This design comes from an exercise in tuning for small area and a short achievable clock period on the open sky130 flow, not from production work. RTL that was checked went through simulation tests only; none was proved equivalent to the original. No activity file was given, so power comes from the tool's default toggle rates.

== job 5010 ==
Design rdm630_core, start of the top module:
module rdm630_core (
    input  wire         clk,
    input  wire         rst,         
    input  wire         rx_valid,
    input  wire [7:0]   rx_data,
    output wire         rx_ready,
    input  wire         eval,
    output wire         res_valid,
    output wire [1:0]   res,
    output wire         fvalid,
    output wire [111:0] frame,
    output wire         xst,
    output wire [39:0]  card,
    output wire [7:0]   csum,
    output wire [7:0]   p6
);
    localparam [7:0] START_B = 8'h02;
    localparam [7:0] END_B   = 8'h03;
    reg [4:0]   cursor;      
    reg         in_frame;
    reg         ok;          
    reg [7:0]   buf_q [0:13];
    reg [111:0] frame_q;     
    reg         fvalid_q;
    wire full = cursor[4];                   
    assign rx_ready = !full && !rst;
    wire fire     = rx_valid && rx_ready;
    wire is_start = (rx_data == START_B);
    wire is_end   = (rx_data == END_B);
    wire is_hex   = ((rx_data >= 8'h30) && (rx_data <= 8'h39)) ||
                    ((rx_data >= 8'h41) && (rx_data <= 8'h46));
    wire st    = fire && is_start;               
    wire app   = fire && in_frame && !is_start;  
    wire c13 = (cursor == 5'd13);
    wire c14 = (cursor == 5'd14);
    wire c15 = (cursor >= 5'd15);
    wire [4:0] cursor_rx   = st ? 5'd1 : app ? cursor + 5'd1 : cursor;
    wire       in_frame_rx = st ? 1'b1 : (app && is_end) ? 1'b0 : in_frame;
    wire       ok_rx       = st ? 1'b1 :
                             app ? (ok && (c13 ? is_end : is_hex)) : ok;
    wire [13:0] we;
    genvar g;
    generate
  ...
==> module rdm630_core, before the edit <==
module rdm630_core (
    input  wire         clk,
    input  wire         rst,         
    input  wire         rx_valid,
    input  wire [7:0]   rx_data,
    output wire         rx_ready,
    input  wire         eval,
    output wire         res_valid,
    output wire [1:0]   res,
    output wire         fvalid,
    output wire [111:0] frame,
    output wire         xst,
    output wire [39:0]  card,
    output wire [7:0]   csum,
    output wire [7:0]   p6
);
    localparam [7:0] START_B = 8'h02;
    localparam [7:0] END_B   = 8'h03;
    reg [4:0]   cursor;      
    reg         in_frame;
    reg         ok;          
    reg [7:0]   buf_q [0:13];
    reg [111:0] frame_q;     
    reg         fvalid_q;
    wire full = cursor[4];                   
    assign rx_ready = !full && !rst;
    wire fire     = rx_valid && rx_ready;
    wire is_start = (rx_data == START_B);
    wire is_end   = (rx_data == END_B);
    wire is_hex   = ((rx_data >= 8'h30) && (rx_data <= 8'h39)) ||
                    ((rx_data >= 8'h41) && (rx_data <= 8'h46));
    wire st    = fire && is_start;               
    wire app   = fire && in_frame && !is_start;  
    wire c13 = (cursor == 5'd13);
    wire c14 = (cursor == 5'd14);
    wire c15 = (cursor >= 5'd15);
    wire [4:0] cursor_rx   = st ? 5'd1 : app ? cursor + 5'd1 : cursor;
    wire       in_frame_rx = st ? 1'b1 : (app && is_end) ? 1'b0 : in_frame;
    wire       ok_rx       = st ? 1'b1 :
                             app ? (ok && (c13 ? is_end : is_hex)) : ok;
    wire [13:0] we;
    genvar g;
    generate
        for (g = 0; g < 14; g = g + 1) begin : g_we
            if (g == 0)
                assign we[g] = st || (app && cursor == 5'd0);
            else
                assign we[g] = app && (cursor == g);
        end
    endgenerate
    wire do_eval = eval && !rst;
    wire r_fire = rx_valid && !full;
    wire r_st   = r_fire && is_start;
    wire r_app  = r_fire && in_frame && !is_start;
    wire len_full = !r_st && (r_app ? c13 : c14);
    wire len_over = !r_st && (r_app ? (c14 || c15) : c15);
    wire r_ok     = (r_app && c13) ? (ok && is_end) : ok;
    assign res_valid = do_eval;
    assign res = {len_over || (len_full && !r_ok),
                  len_over || (len_full &&  r_ok)};
    wire cap  = do_eval && (cursor_rx == 5'd14);
    wire over = do_eval && (cursor_rx >  5'd14);
    always @(posedge clk) begin
        if (rst) begin
            cursor   <= 5'd0;
            in_frame <= 1'b0;
            fvalid_q <= 1'b0;
            ok       <= 1'b0;
        end else begin
            in_frame <= in_frame_rx;
            if (cap || over) begin
                cursor   <= 5'd0;
                ok       <= 1'b0;
                fvalid_q <= cap && ok_rx;
            end else begin
                cursor   <= cursor_rx;
                ok       <= ok_rx;
            end
        end
    end
    integer i;
    always @(posedge clk) begin
        for (i = 0; i < 14; i = i + 1)
            if (we[i])
                buf_q[i] <= rx_data;
    end
    wire [7:0] byte13 = we[13] ? rx_data : buf_q[13];
    always @(posedge clk) begin
        if (cap) begin
            for (i = 0; i < 13; i = i + 1)
                frame_q[111-8*i -: 8] <= buf_q[i];
            frame_q[7:0] <= byte13;
        end
    end
    assign fvalid = fvalid_q;
    assign xst    = !fvalid_q;
    assign frame  = frame_q;
    function [3:0] hexval;
        input [7:0] c;
        begin
            hexval = {c[3] | c[6],
                      c[2] | (c[6] & c[1] & c[0]),
                      c[1] ^ (c[6] & c[0]),
                      c[0] ^ c[6]};
        end
    endfunction
    wire [7:0] pair [0:5];
    generate
        for (g = 0; g < 6; g = g + 1) begin : g_pair
            assign pair[g] = {hexval(frame_q[111-8*(1+2*g) -: 8]),
                              hexval(frame_q[111-8*(2+2*g) -: 8])};
        end
        for (g = 0; g < 5; g = g + 1) begin : g_card
            assign card[39-8*g -: 8] = pair[g];
        end
    endgenerate
    assign csum = pair[0] ^ pair[1] ^ pair[2] ^ pair[3] ^ pair[4];
    assign p6   = pair[5];
endmodule
==> flow/config.mk <==
export PLATFORM = sky130hd
export DESIGN_NAME = rdm630_core
export DESIGN_NICKNAME = rdm630_core
export VERILOG_FILES = /design/flow/design.v
export SDC_FILE = /design/flow/constraint.sdc
export NUM_CORES = 4
export LEC_CHECK = 0
export CAP_MARGIN = 20
export CORE_MARGIN = 2
export CORE_UTILIZATION = 40
export SLEW_MARGIN = 20
==> flow/constraint.sdc <==
create_clock -name core_clock -period 10.0 [get_ports {clk}]
set_input_delay 2.0000 -clock core_clock [delete_from_list [all_inputs] [get_ports {clk}]]
set_output_delay 2.0000 -clock core_clock [all_outputs]
set_load 0.01 [all_outputs]
standard.sh (not shown) runs the stock make flow with config.mk's settings and CLKGATE_MAP_FILE= SYNTH_SCRIPT=/design/flow/synth_recipe.tcl, a recipe that flattens the netlist after the stock synthesis.
==> flow/flow/run.sh <==
#!/bin/bash
set -euo pipefail
bash standard.sh \
    "BUFFER_PORTS_ARGS=-buffer_cell sky130_fd_sc_hd__buf_1" \
    SETUP_SLACK_MARGIN=5 \
    finish > flow_make.log 2>&1
Job 5010: full flow OK, the timing, design-rule and antenna checks passed
--- input diff job 5010..job 6188 ---
diff --git a/flow/design.v b/flow/design.v
--- a/flow/design.v
+++ b/flow/design.v
@@ -46,21 +46,24 @@
                 assign we[g] = st || (app && cursor == 5'd0);
             else
                 assign we[g] = app && (cursor == g);
         end
     endgenerate
     wire do_eval = eval && !rst;
-    wire r_fire = rx_valid && !full;
-    wire r_st   = r_fire && is_start;
-    wire r_app  = r_fire && in_frame && !is_start;
-    wire len_full = !r_st && (r_app ? c13 : c14);
-    wire len_over = !r_st && (r_app ? (c14 || c15) : c15);
-    wire r_ok     = (r_app && c13) ? (ok && is_end) : ok;
+    wire mark  = (rx_data[7:1] == 7'b0000001);       
+    wire apnd  = in_frame && !full;                  
+    wire [1:0] r0 = c15 ? 2'd3 : c14 ? (ok ? 2'd1 : 2'd2) : 2'd0;
+    wire [1:0] ra = (c14 || c15) ? 2'd3 : c13 ? 2'd2 : 2'd0;   
+    wire [1:0] re = (c14 || c15) ? 2'd3 : c13 ? (ok ? 2'd1 : 2'd2) : 2'd0;
+    wire [1:0] pn = apnd ? ra : r0;
+    wire [1:0] pe = apnd ? re : r0;
+    wire [1:0] ps = full ? r0 : 2'd0;
+    wire [1:0] res_mark  = !rx_valid ? r0 : rx_data[0] ? pe : ps;
+    wire [1:0] res_other = !rx_valid ? r0 : pn;
     assign res_valid = do_eval;
-    assign res = {len_over || (len_full && !r_ok),
-                  len_over || (len_full &&  r_ok)};
+    assign res = mark ? res_mark : res_other;
     wire cap  = do_eval && (cursor_rx == 5'd14);
     wire over = do_eval && (cursor_rx >  5'd14);
     always @(posedge clk) begin
         if (rst) begin
             cursor   <= 5'd0;
             in_frame <= 1'b0;
Results
The run with more setup slack is job 6188; job 5010 has less. NOTE: proportion of final cell area spent on non-clock buffers in job 6188 falls short of that of job 5010. Job 6188 gives more maximum net fanout on the critical path than job 5010 did. Higher global-route usage was reported by job 5010, not job 6188. Of job 5010 and job 6188, job 6188 shows the lower worst-margin pin slew, with job 5010 above it. Delta (job 6188 minus job 5010): total length of routed wires moved down; placeable core region moved up.

---

rdm630_core, a different RTL version from the one above (not shown whole).
For scale: roughly 560 cells after synthesis, roughly 190 I/O pins.
==> module rdm630_core, before the edit <==
module rdm630_core (
    input  wire         clk,
    input  wire         rst,         
    input  wire         rx_valid,
    input  wire [7:0]   rx_data,
    output wire         rx_ready,
    input  wire         eval,
    output wire         res_valid,
    output wire [1:0]   res,
    output wire         fvalid,
    output wire [111:0] frame,
    output wire         xst,
    output wire [39:0]  card,
    output wire [7:0]   csum,
    output wire [7:0]   p6
);
    localparam [7:0] START_B = 8'h02;
    localparam [7:0] END_B   = 8'h03;
    reg [4:0]   cursor;      
    reg         in_frame;
    reg         ok;          
    reg [111:0] sr;          
    reg [111:0] frame_q;     
    reg         fvalid_q;
    wire full = cursor[4];                   
    assign rx_ready = !full && !rst;
    wire       mark;
    wire       rxv;      
    wire [7:0] rxd;      
    rdm630_in u_in (
        .rx_valid (rx_valid),
        .rx_data  (rx_data),
        .mark     (mark),
        .rxv      (rxv),
        .rxd      (rxd)
    );
    wire fire     = rxv && rx_ready;
    wire is_start = mark && !rxd[0];
    wire is_end   = mark &&  rxd[0];
    wire is_hex   = ((rxd >= 8'h30) && (rxd <= 8'h39)) ||
                    ((rxd >= 8'h41) && (rxd <= 8'h46));
    wire st    = fire && is_start;               
    wire app   = fire && in_frame && !is_start;  
    wire c13 = (cursor == 5'd13);
    wire c14 = (cursor == 5'd14);
    wire c15 = (cursor >= 5'd15);
    wire [4:0] cursor_rx   = st ? 5'd1 : app ? cursor + 5'd1 : cursor;
    wire       in_frame_rx = st ? 1'b1 : (app && is_end) ? 1'b0 : in_frame;
    wire       ok_rx       = st ? 1'b1 :
                             app ? (ok && (c13 ? is_end : is_hex)) : ok;
    wire shift = fire && (in_frame || is_start);
    wire [111:0] sr_next = ({112{shift}}  & {sr[103:0], rxd}) |
                           ({112{!shift}} & sr);
    wire do_eval = eval && !rst;
    wire apnd  = in_frame && !full;                  
    wire [1:0] r0 = c15 ? 2'd3 : c14 ? (ok ? 2'd1 : 2'd2) : 2'd0;
    wire [1:0] ra = (c14 || c15) ? 2'd3 : c13 ? 2'd2 : 2'd0;   
    wire [1:0] re = (c14 || c15) ? 2'd3 : c13 ? (ok ? 2'd1 : 2'd2) : 2'd0;
    wire [1:0] pn = apnd ? ra : r0;
    wire [1:0] pe = apnd ? re : r0;
    wire [1:0] ps = full ? r0 : 2'd0;
    assign res_valid = do_eval;
    rdm630_res u_res (
        .rx_valid (rx_valid),
        .mark     (mark),
        .d0       (rx_data[0]),
        .r0       (r0),
        .pn       (pn),
        .pe       (pe),
        .ps       (ps),
        .res      (res)
    );
    wire cap  = do_eval && (cursor_rx == 5'd14);
    wire over = do_eval && (cursor_rx >  5'd14);
    always @(posedge clk) begin
        if (rst) begin
            cursor   <= 5'd0;
            in_frame <= 1'b0;
            fvalid_q <= 1'b0;
            ok       <= 1'b0;
        end else begin
            in_frame <= in_frame_rx;
            if (cap || over) begin
                cursor   <= 5'd0;
                ok       <= 1'b0;
                fvalid_q <= cap && ok_rx;
            end else begin
                cursor   <= cursor_rx;
                ok       <= ok_rx;
            end
        end
    end
    always @(posedge clk) begin
        sr <= sr_next;
        if (cap)
            frame_q <= sr_next;
    end
    assign fvalid = fvalid_q;
    assign xst    = !fvalid_q;
    assign frame  = frame_q;
    rdm630_xtr u_xtr (
        .frame (frame_q),
        .card  (card),
        .csum  (csum),
        .p6    (p6)
    );
endmodule
==> flow/config.mk <==
export PLATFORM = sky130hd
export DESIGN_NAME = rdm630_core
export DESIGN_NICKNAME = rdm630_core
export VERILOG_FILES = /design/flow/design.v
export SDC_FILE = /design/flow/constraint.sdc
export NUM_CORES = 4
export LEC_CHECK = 0
export CAP_MARGIN = 20
export CORE_MARGIN = 2
export CORE_UTILIZATION = 60
export CTS_BUF_LIST = sky130_fd_sc_hd__clkbuf_16
export CTS_CLUSTER_DIAMETER = 80
export CTS_CLUSTER_SIZE = 30
export PLACE_DENSITY = 0.8
export SETUP_SLACK_MARGIN = 5
export SLEW_MARGIN = 20
export SYNTH_HIERARCHICAL = 1
export SYNTH_MINIMUM_KEEP_SIZE = 0
==> flow/constraint.sdc <==
create_clock -name core_clock -period 10.0 [get_ports {clk}]
set_input_delay 2.0000 -clock core_clock [delete_from_list [all_inputs] [get_ports {clk}]]
set_output_delay 2.0000 -clock core_clock [all_outputs]
set_load 0.01 [all_outputs]
==> flow/flow/run.sh <==
#!/bin/bash
set -euo pipefail
bash standard.sh \
    "SYNTH_SCRIPT=$PWD/flow/my_synth.tcl" \
    "BUFFER_PORTS_ARGS=-buffer_cell sky130_fd_sc_hd__buf_1" \
    SETUP_SLACK_MARGIN=5.35 \
    finish > flow_make.log 2>&1
Other scripts of this flow, unchanged in this note and not shown: flow/flow/hand_cells.v, flow/flow/my_synth.tcl
Then changed:
--- a/flow/design.v
+++ b/flow/design.v
@@ -17,11 +17,11 @@
     localparam [7:0] START_B = 8'h02;
     localparam [7:0] END_B   = 8'h03;
     reg [4:0]   cursor;      
     reg         in_frame;
     reg         ok;          
-    reg [111:0] sr;          
+    reg [7:0]   buf_q [0:13];
     reg [111:0] frame_q;     
     reg         fvalid_q;
     wire full = cursor[4];                   
     assign rx_ready = !full && !rst;
     wire       mark;
@@ -46,13 +46,20 @@
     wire c15 = (cursor >= 5'd15);
     wire [4:0] cursor_rx   = st ? 5'd1 : app ? cursor + 5'd1 : cursor;
     wire       in_frame_rx = st ? 1'b1 : (app && is_end) ? 1'b0 : in_frame;
     wire       ok_rx       = st ? 1'b1 :
                              app ? (ok && (c13 ? is_end : is_hex)) : ok;
-    wire shift = fire && (in_frame || is_start);
-    wire [111:0] sr_next = ({112{shift}}  & {sr[103:0], rxd}) |
-                           ({112{!shift}} & sr);
+    wire [13:0] we;
+    genvar g;
+    generate
+        for (g = 0; g < 14; g = g + 1) begin : g_we
+            if (g == 0)
+                assign we[g] = st || (app && cursor == 5'd0);
+            else
+                assign we[g] = app && (cursor == g);
+        end
+    endgenerate
     wire do_eval = eval && !rst;
     wire apnd  = in_frame && !full;                  
     wire [1:0] r0 = c15 ? 2'd3 : c14 ? (ok ? 2'd1 : 2'd2) : 2'd0;
     wire [1:0] ra = (c14 || c15) ? 2'd3 : c13 ? 2'd2 : 2'd0;   
     wire [1:0] re = (c14 || c15) ? 2'd3 : c13 ? (ok ? 2'd1 : 2'd2) : 2'd0;
@@ -88,14 +95,23 @@
                 cursor   <= cursor_rx;
                 ok       <= ok_rx;
             end
         end
     end
+    integer i;
     always @(posedge clk) begin
-        sr <= sr_next;
-        if (cap)
-            frame_q <= sr_next;
+        for (i = 0; i < 14; i = i + 1)
+            if (we[i])
+                buf_q[i] <= rxd;
+    end
+    wire [7:0] byte13 = we[13] ? rxd : buf_q[13];
+    always @(posedge clk) begin
+        if (cap) begin
+            for (i = 0; i < 13; i = i + 1)
+                frame_q[111-8*i -: 8] <= buf_q[i];
+            frame_q[7:0] <= byte13;
+        end
     end
     assign fvalid = fvalid_q;
     assign xst    = !fvalid_q;
     assign frame  = frame_q;
     rdm630_xtr u_xtr (
First-iteration DRC count climbs by well over a third.
Area after synthesis drops slightly.
Total power climbs slightly.
Fmax hardly moves.
Die area drops slightly.
Cell count drops by roughly a tenth.
Sequential power climbs by a few percent.
Hold slack is worse by 0.063 ns.
Utilization climbs by 0.21 points.
Wire length drops by a few percent.
Design area stays flat.
No functional check of the RTL was part of any run of this note.

---

== the previous run ==
The RTL this note starts from:
==> flow/design.v <==
module rdm630_core (
    input  wire         clk,
    input  wire         rst,         
    input  wire         rx_valid,
    input  wire [7:0]   rx_data,
    output wire         rx_ready,
    input  wire         eval,
    output wire         res_valid,
    output wire [1:0]   res,
    output wire         fvalid,
    output wire [111:0] frame,
    output wire         xst,
    output wire [39:0]  card,
    output wire [7:0]   csum,
    output wire [7:0]   p6
);
    localparam [7:0] START_B = 8'h02;
    localparam [7:0] END_B   = 8'h03;
    reg [4:0]   cursor;      
    reg         in_frame;
    reg         ok;          
    reg [7:0]   buf_q [0:13];
    reg [111:0] frame_q;     
    reg         fvalid_q;
    wire full = cursor[4];                   
    assign rx_ready = !full && !rst;
    wire fire     = rx_valid && rx_ready;
    wire is_start = (rx_data == START_B);
    wire is_end   = (rx_data == END_B);
    wire is_hex   = ((rx_data >= 8'h30) && (rx_data <= 8'h39)) ||
                    ((rx_data >= 8'h41) && (rx_data <= 8'h46));
    wire st    = fire && is_start;               
    wire app   = fire && in_frame && !is_start;  
    wire c13 = (cursor == 5'd13);
    wire c14 = (cursor == 5'd14);
    wire c15 = (cursor >= 5'd15);
    wire [4:0] cursor_rx   = st ? 5'd1 : app ? cursor + 5'd1 : cursor;
    wire       in_frame_rx = st ? 1'b1 : (app && is_end) ? 1'b0 : in_frame;
    wire       ok_rx       = st ? 1'b1 :
                             app ? (ok && (c13 ? is_end : is_hex)) : ok;
    wire [13:0] we;
    genvar g;
    generate
        for (g = 0; g < 14; g = g + 1) begin : g_we
            if (g == 0)
                assign we[g] = st || (app && cursor == 5'd0);
            else
                assign we[g] = app && (cursor == g);
        end
    endgenerate
    wire do_eval = eval && !rst;
    wire r_fire = rx_valid && !full;
    wire r_st   = r_fire && is_start;
    wire r_app  = r_fire && in_frame && !is_start;
    wire len_full = !r_st && (r_app ? c13 : c14);
    wire len_over = !r_st && (r_app ? (c14 || c15) : c15);
    wire r_ok     = (r_app && c13) ? (ok && is_end) : ok;
    assign res_valid = do_eval;
    assign res = {len_over || (len_full && !r_ok),
                  len_over || (len_full &&  r_ok)};
    wire cap  = do_eval && (cursor_rx == 5'd14);
    wire over = do_eval && (cursor_rx >  5'd14);
    always @(posedge clk) begin
        if (rst) begin
            cursor   <= 5'd0;
            in_frame <= 1'b0;
            fvalid_q <= 1'b0;
            ok       <= 1'b0;
        end else begin
            in_frame <= in_frame_rx;
            if (cap || over) begin
                cursor   <= 5'd0;
                ok       <= 1'b0;
                fvalid_q <= cap && ok_rx;
            end else begin
                cursor   <= cursor_rx;
                ok       <= ok_rx;
            end
        end
    end
    integer i;
    always @(posedge clk) begin
        for (i = 0; i < 14; i = i + 1)
            if (we[i])
                buf_q[i] <= rx_data;
    end
    wire [7:0] byte13 = we[13] ? rx_data : buf_q[13];
    always @(posedge clk) begin
        if (cap) begin
            for (i = 0; i < 13; i = i + 1)
                frame_q[111-8*i -: 8] <= buf_q[i];
            frame_q[7:0] <= byte13;
        end
    end
    assign fvalid = fvalid_q;
    assign xst    = !fvalid_q;
    assign frame  = frame_q;
    function [3:0] hexval;
        input [7:0] c;
        begin
            hexval = {c[3] | c[6],
                      c[2] | (c[6] & c[1] & c[0]),
                      c[1] ^ (c[6] & c[0]),
                      c[0] ^ c[6]};
        end
    endfunction
    wire [7:0] pair [0:5];
    generate
        for (g = 0; g < 6; g = g + 1) begin : g_pair
            assign pair[g] = {hexval(frame_q[111-8*(1+2*g) -: 8]),
                              hexval(frame_q[111-8*(2+2*g) -: 8])};
        end
        for (g = 0; g < 5; g = g + 1) begin : g_card
            assign card[39-8*g -: 8] = pair[g];
        end
    endgenerate
    assign csum = pair[0] ^ pair[1] ^ pair[2] ^ pair[3] ^ pair[4];
    assign p6   = pair[5];
endmodule
clock: 10.0 ns
lec_check: 0
cap_margin: 20
core_margin: 2
core_utilization: 40
slew_margin: 20
run.sh (not shown) runs the stock make flow with config.mk's settings and CLKGATE_MAP_FILE= SYNTH_SCRIPT=/design/flow/synth_recipe.tcl, a recipe that flattens the netlist after the stock synthesis.
Stock flow here: none of the scripts above is used.
Input changes introduced in the current run (baseline for comparison: the previous run):
--- a/flow/design.v
+++ b/flow/design.v
@@ -19,7 +19,7 @@
     reg [4:0]   cursor;      
     reg         in_frame;
     reg         ok;          
-    reg [7:0]   buf_q [0:13];
+    reg [111:0] sr;          
     reg [111:0] frame_q;     
     reg         fvalid_q;
     wire full = cursor[4];                   
@@ -31,6 +31,7 @@
                     ((rx_data >= 8'h41) && (rx_data <= 8'h46));
     wire st    = fire && is_start;               
     wire app   = fire && in_frame && !is_start;  
+    wire shift = fire && (in_frame || is_start);
     wire c13 = (cursor == 5'd13);
     wire c14 = (cursor == 5'd14);
     wire c15 = (cursor >= 5'd15);
@@ -38,16 +39,8 @@
     wire       in_frame_rx = st ? 1'b1 : (app && is_end) ? 1'b0 : in_frame;
     wire       ok_rx       = st ? 1'b1 :
                              app ? (ok && (c13 ? is_end : is_hex)) : ok;
-    wire [13:0] we;
-    genvar g;
-    generate
-        for (g = 0; g < 14; g = g + 1) begin : g_we
-            if (g == 0)
-                assign we[g] = st || (app && cursor == 5'd0);
-            else
-                assign we[g] = app && (cursor == g);
-        end
-    endgenerate
+    wire [111:0] sr_next = ({112{shift}}  & {sr[103:0], rx_data}) |
+                           ({112{!shift}} & sr);
     wire do_eval = eval && !rst;
     wire r_fire = rx_valid && !full;
     wire r_st   = r_fire && is_start;
@@ -78,19 +71,10 @@
             end
         end
     end
-    integer i;
     always @(posedge clk) begin
-        for (i = 0; i < 14; i = i + 1)
-            if (we[i])
-                buf_q[i] <= rx_data;
-    end
-    wire [7:0] byte13 = we[13] ? rx_data : buf_q[13];
-    always @(posedge clk) begin
-        if (cap) begin
-            for (i = 0; i < 13; i = i + 1)
-                frame_q[111-8*i -: 8] <= buf_q[i];
-            frame_q[7:0] <= byte13;
-        end
+        sr <= sr_next;
+        if (cap)
+            frame_q <= sr_next;
     end
     assign fvalid = fvalid_q;
     assign xst    = !fvalid_q;
@@ -105,6 +89,7 @@
         end
     endfunction
     wire [7:0] pair [0:5];
+    genvar g;
     generate
         for (g = 0; g < 6; g = g + 1) begin : g_pair
             assign pair[g] = {hexval(frame_q[111-8*(1+2*g) -: 8]),
--- outcome ---
- The previous run leaves less setup margin than the current run.
- First element of the critical path = rx_data[0]: the previous run; first element of the critical path = rx_data[2]: the current run
- The cell count in the current run was higher than what the previous run gave.
- The fmax of the current run exceeds that of the previous run by 6.9%.
- Most common cell after layout, fill and taps aside: sky130_fd_sc_hd__clkdlybuf4s50_1 -> the current run, sky130_fd_sc_hd__edfxtp_1 -> the previous run
- Comparing the current run and the previous run, the lower maximum VDD drop is on the previous run.
- Changes observed in the current run relative to the previous run: total nets after synthesis +106; met3 routing resource usage after global routing +0.60 points; detailed-routing wirelength on met1 +about 3.3%.
- Area: the current run vs the previous run -> the current run larger
- Portion of total power attributed to combinational logic, the current run and the previous run: smaller value in the current run
- Against the previous run as the reference, the current run delivers a lower combined flip-flop and latch cell area.
- Measured against each other, the current run and the previous run differ in portion of the clock cycle consumed by the worst path in the final layout, the higher figure coming from the previous run.
- Clock latency reported for the late side of the worst-skew pair: the previous run vs the current run, no meaningful difference
- Against the previous run, the current run comes in about 4.6% higher on global-route wire length before repair.

## port drivers added, routing unchanged
Ports are ideal in the flow. The routed layouts listed here were re-timed in OpenROAD. Step 1 assumes that a clkbuf_16 drives the clock port and a buf_2 every other input. Step 2 moves the port delays by t, midway between the first and last clock arrival at a register: inputs arrive t later, outputs are due t later. That takes back most of the time a late clock gives input paths. Slacks: no drivers / after step 1 / after step 2; pairs: no drivers / after step 1.
run | shift t [ns] | setup WS [ns] | worst data-port slew with drivers (ns) | cell pins on the clock port's net
job 5010 | 0.534 | 4.448 / 4.419 / 4.419 | 0.04 | 1
job 6188 | 0.535 | 4.741 / 4.709 / 4.709 | 0.05 | 1
the first run of note 2 | 0.488 | 5.253 / 5.208 / 4.963 | 0.06 | 1
the second run of note 2 | 0.483 | 5.239 / 5.176 / 5.176 | 0.09 | 1
the previous run | 0.530 | 3.208 / 3.183 / 3.183 | 0.04 | 1
the current run | 0.541 | 3.644 / 3.612 / 3.612 | 0.04 | 1
After both steps setup and hold are still met in every run listed. For the first run of note 2, which loses most, drivers alone change the setup slack by -0.045 ns; drivers and shift together by -0.290 ns.
